This is an optimization exercise on Yosys and OpenROAD, whose aim is small area, not a production implementation.
The RTL was checked by simulation tests, not by an equivalence proof against the original design.
No activity file was given, so power comes from the tool's default toggle rates. The clock port is modelled as an ideal driver; clocking choices that lean on that would not hold on a real chip.

Design crc16_walk, start of the top module:
module crc16_walk (
    input  wire        clk,
    input  wire        rst,         
    input  wire        cmd_valid,
    input  wire [31:0] cmd,
    output wire        cmd_ready,
    output wire [31:0] rsp
);
clock: 16.0 ns
lec_check: 0
abc_area: 1
cap_margin: 20
core_margin: 2
core_utilization: 65
slew_margin: 20
standard.sh (not shown) runs the stock make flow with config.mk's settings and CLKGATE_MAP_FILE= SYNTH_SCRIPT=/design/flow/synth_recipe.tcl, a recipe that flattens the netlist after the stock synthesis.
==> flow/flow/run.sh <==
#!/bin/bash
# The standard layout (the standard.sh: standard synthesis, floorplan,
# power grid, placement, CTS, routing) with two knobs that ORFS reads from
# the environment:
#  - CTS without dummy loads, with clkbuf_8 leaf buffers that each drive up
#    to 18 flip-flops within 60 um;
#  - port buffers of the smallest buffer cell (every port still gets one).
# standard.sh's own output goes to standard.log; ORFS keeps each step's log
# under orfs/logs.
set -euo pipefail
export CTS_ARGS="-sink_clustering_enable -repair_clock_nets -dont_use_dummy_load -sink_clustering_size 18 -sink_clustering_max_diameter 60 -sink_clustering_buffer sky130_fd_sc_hd__clkbuf_8"
export BUFFER_PORTS_ARGS="-buffer_cell sky130_fd_sc_hd__buf_1"
bash standard.sh > standard.log 2>&1
The starting point completed without violations.
Rerun with:
==> flow/flow/run.sh (replaced) <==
#!/bin/bash
# The standard layout (standard.sh) with these changes:
#  - CTS without dummy loads, clustering up to 24 flip-flops within 80 um;
#  - port buffers of the smallest buffer cell (every port still gets one).
# standard.sh's own output goes to standard.log; ORFS keeps each step's log
# under orfs/logs.
set -euo pipefail
rm -rf scripts
cp -r "$FLOW_HOME/scripts" scripts
cp flow/abc_area.script scripts/abc_area.script
export SCRIPTS_DIR="$PWD/scripts"
export CTS_ARGS="-sink_clustering_enable -repair_clock_nets -dont_use_dummy_load -sink_clustering_size 24 -sink_clustering_max_diameter 80"
export BUFFER_PORTS_ARGS="-buffer_cell sky130_fd_sc_hd__buf_1"
bash standard.sh > standard.log 2>&1
==> flow/flow/abc_area.script (new file) <==
strash
&get -n
&st
&dch -f
&nf -R 1000
&put
topo
dnsize -c
Outcome:
- The changed run completed with no timing, DRC or antenna violations
- global-route usage increases by 0.47 points
- sequential share of layout area increases by 0.54 points
- design area decreases by 0.69%
- core utilization increases by 1.7 points
- maximum frequency decreases by 4.4%
- combinational power decreases by 64%
- via count decreases by 7.7%
- power is about the same
- die area decreases by 2.6%
Rerun with:
==> flow/flow/run.sh (replaced) <==
#!/bin/bash
# The standard layout (the standard.sh: standard synthesis, floorplan,
# power grid, placement, CTS, routing) with two knobs that ORFS reads from
# the environment:
#  - CTS without dummy loads, with clkbuf_8 leaf buffers that each drive up
#    to 16 flip-flops within 60 um;
#  - port buffers of the smallest buffer cell (every port still gets one).
# standard.sh's own output goes to standard.log; ORFS keeps each step's log
# under orfs/logs.
set -euo pipefail
export CTS_ARGS="-sink_clustering_enable -repair_clock_nets -dont_use_dummy_load -sink_clustering_size 16 -sink_clustering_max_diameter 60 -sink_clustering_buffer sky130_fd_sc_hd__clkbuf_8"
export BUFFER_PORTS_ARGS="-buffer_cell sky130_fd_sc_hd__buf_1"
bash standard.sh > standard.log 2>&1
removed: flow/flow/abc_area.script
=>
- synthesized area climbs by 2.7%
- final area is higher by about 1.1%
- die area increases by 2.7%
Rerun with:
==> flow/flow/run.sh (replaced) <==
#!/bin/bash
# The standard layout (standard.sh) with these changes:
#  - CTS without dummy loads, clustering up to 27 flip-flops within 80 um;
#  - port buffers of the smallest buffer cell (every port still gets one).
# standard.sh's own output goes to standard.log; ORFS keeps each step's log
# under orfs/logs.
set -euo pipefail
rm -rf scripts
cp -r "$FLOW_HOME/scripts" scripts
cp flow/abc_area.script scripts/abc_area.script
export SCRIPTS_DIR="$PWD/scripts"
export CTS_ARGS="-sink_clustering_enable -repair_clock_nets -dont_use_dummy_load -sink_clustering_size 27 -sink_clustering_max_diameter 80"
export BUFFER_PORTS_ARGS="-buffer_cell sky130_fd_sc_hd__buf_1"
bash standard.sh > standard.log 2>&1
==> flow/flow/abc_area.script (new file) <==
strash
dc2
&get -n
&st
&dch -f
&nf -R 1000
&put
topo
dnsize -c
Via count falls by 11%; critical path depth falls by 11; register-to-register slack loses 1.2 ns; core utilization rises by 0.80 points; total power stays flat; clock power rises by about 2%; clock skew falls by 0.028 ns.

========
job 4279:
crc16_walk again, from the RTL that the note above started with.
export LEC_CHECK = 0
export ABC_AREA = 1
export CAP_MARGIN = 20
export CORE_MARGIN = 2
export CORE_UTILIZATION = 65
export SLEW_MARGIN = 20
create_clock -name core_clock -period 16.0 [get_ports {clk}]
==> flow/flow/run.sh <==
#!/bin/bash
# The standard layout (standard.sh) with these changes:
#  - CTS without dummy loads, clustering up to 34 flip-flops within 90 um;
#  - port buffers of the smallest buffer cell (every port still gets one).
# standard.sh's own output goes to standard.log; ORFS keeps each step's log
# under orfs/logs.
set -euo pipefail
rm -rf scripts
cp -r "$FLOW_HOME/scripts" scripts
cp flow/abc_area.script scripts/abc_area.script
export SCRIPTS_DIR="$PWD/scripts"
export CTS_ARGS="-sink_clustering_enable -repair_clock_nets -dont_use_dummy_load -sink_clustering_size 34 -sink_clustering_max_diameter 90"
export BUFFER_PORTS_ARGS="-buffer_cell sky130_fd_sc_hd__buf_1"
bash standard.sh > standard.log 2>&1
==> flow/flow/abc_area.script <==
strash
dc2
&get -n
&st
&synch2
&dch -f
&nf -R 1000
&put
topo
dnsize -c
Having completed the whole flow, job 4279 delivered a layout that passed the timing, design-rule and antenna checks.
Modified inputs, job 2709 compared to job 4279
--- a/flow/flow/run.sh
+++ b/flow/flow/run.sh
@@ -3 +3 @@
-#  - CTS without dummy loads, clustering up to 34 flip-flops within 90 um;
+#  - CTS without dummy loads, clustering up to 30 flip-flops within 80 um;
@@ -12 +12 @@
-export CTS_ARGS="-sink_clustering_enable -repair_clock_nets -dont_use_dummy_load -sink_clustering_size 34 -sink_clustering_max_diameter 90"
+export CTS_ARGS="-sink_clustering_enable -repair_clock_nets -dont_use_dummy_load -sink_clustering_size 30 -sink_clustering_max_diameter 80"
--- outcome ---
Relative to job 4279, met3 layer wire length in the routed design increased by 1.5% in job 2709. Diff job 4279 -> job 2709 | total power | up slightly. Changes observed in job 2709 relative to job 4279: maximum clock frequency did not really move; core utilization went up; non-clock buffer area fraction after layout did not really move.
## Diff of input files: job 8177 against job 2709
--- a/flow/flow/run.sh
+++ b/flow/flow/run.sh
@@ -3 +3 @@
-#  - CTS without dummy loads, clustering up to 30 flip-flops within 80 um;
+#  - CTS without dummy loads, clustering up to 32 flip-flops within 80 um;
@@ -12 +12 @@
-export CTS_ARGS="-sink_clustering_enable -repair_clock_nets -dont_use_dummy_load -sink_clustering_size 30 -sink_clustering_max_diameter 80"
+export CTS_ARGS="-sink_clustering_enable -repair_clock_nets -dont_use_dummy_load -sink_clustering_size 32 -sink_clustering_max_diameter 80"
Findings:
- Switching component of the power: higher on job 2709
- On combinational cell fraction of total power, job 8177 and job 2709 are basically level.
- Diff job 8177 and job 2709: layout clock buffer count lower in job 8177
- From job 2709 to job 8177 the numbers moved as follows: number of filler instances in the final layout moved up, smallest setup slack after layout moved up, share of total power consumed by net switching level, fraction of layout instances using a drive strength above 1 level, routed wire length moved down.
- Going from job 2709 to job 8177, wire length of the first global-routing pass shrinks by about 1.1%.
- On sequential cell area, job 8177 and job 2709 are basically level.

-- re-timing with driven ports --
How much do the figures lean on ideal ports? The routed layouts below were timed once more, with nothing changed but the port constraints. Step 1, drivers: a clkbuf_16 drives clk and a buf_2 each remaining input, both assumed. Step 2 times the ports against the registers' clock, not the clock port: input delays grow and output delays shrink by t, the midpoint of the rising clock arrivals with the driver on. Three values: ideal, step 1, step 2; two values: the first two.
run | t, ns | setup slack, ns | slew at the worst register clock pin (ns) | pins driven straight from the clock port
the first run of note 1 | 0.774 | 3.782 / 3.782 / 3.782 | 0.11 / 0.11 | 1
the second run of note 1 | 0.803 | 3.224 / 3.224 / 3.224 | 0.10 / 0.10 | 1
the third run of note 1 | 0.782 | 3.864 / 3.864 / 3.864 | 0.10 / 0.10 | 1
the fourth run of note 1 | 0.772 | 2.687 / 2.687 / 2.687 | 0.11 / 0.11 | 1
job 4279 | 0.734 | 3.527 / 3.527 / 3.527 | 0.12 / 0.12 | 1
job 2709 | 0.740 | 3.513 / 3.513 / 3.513 | 0.11 / 0.11 | 1
job 8177 | 0.748 | 3.599 / 3.599 / 3.599 | 0.11 / 0.11 | 1
After both steps setup and hold are still met in every run listed.
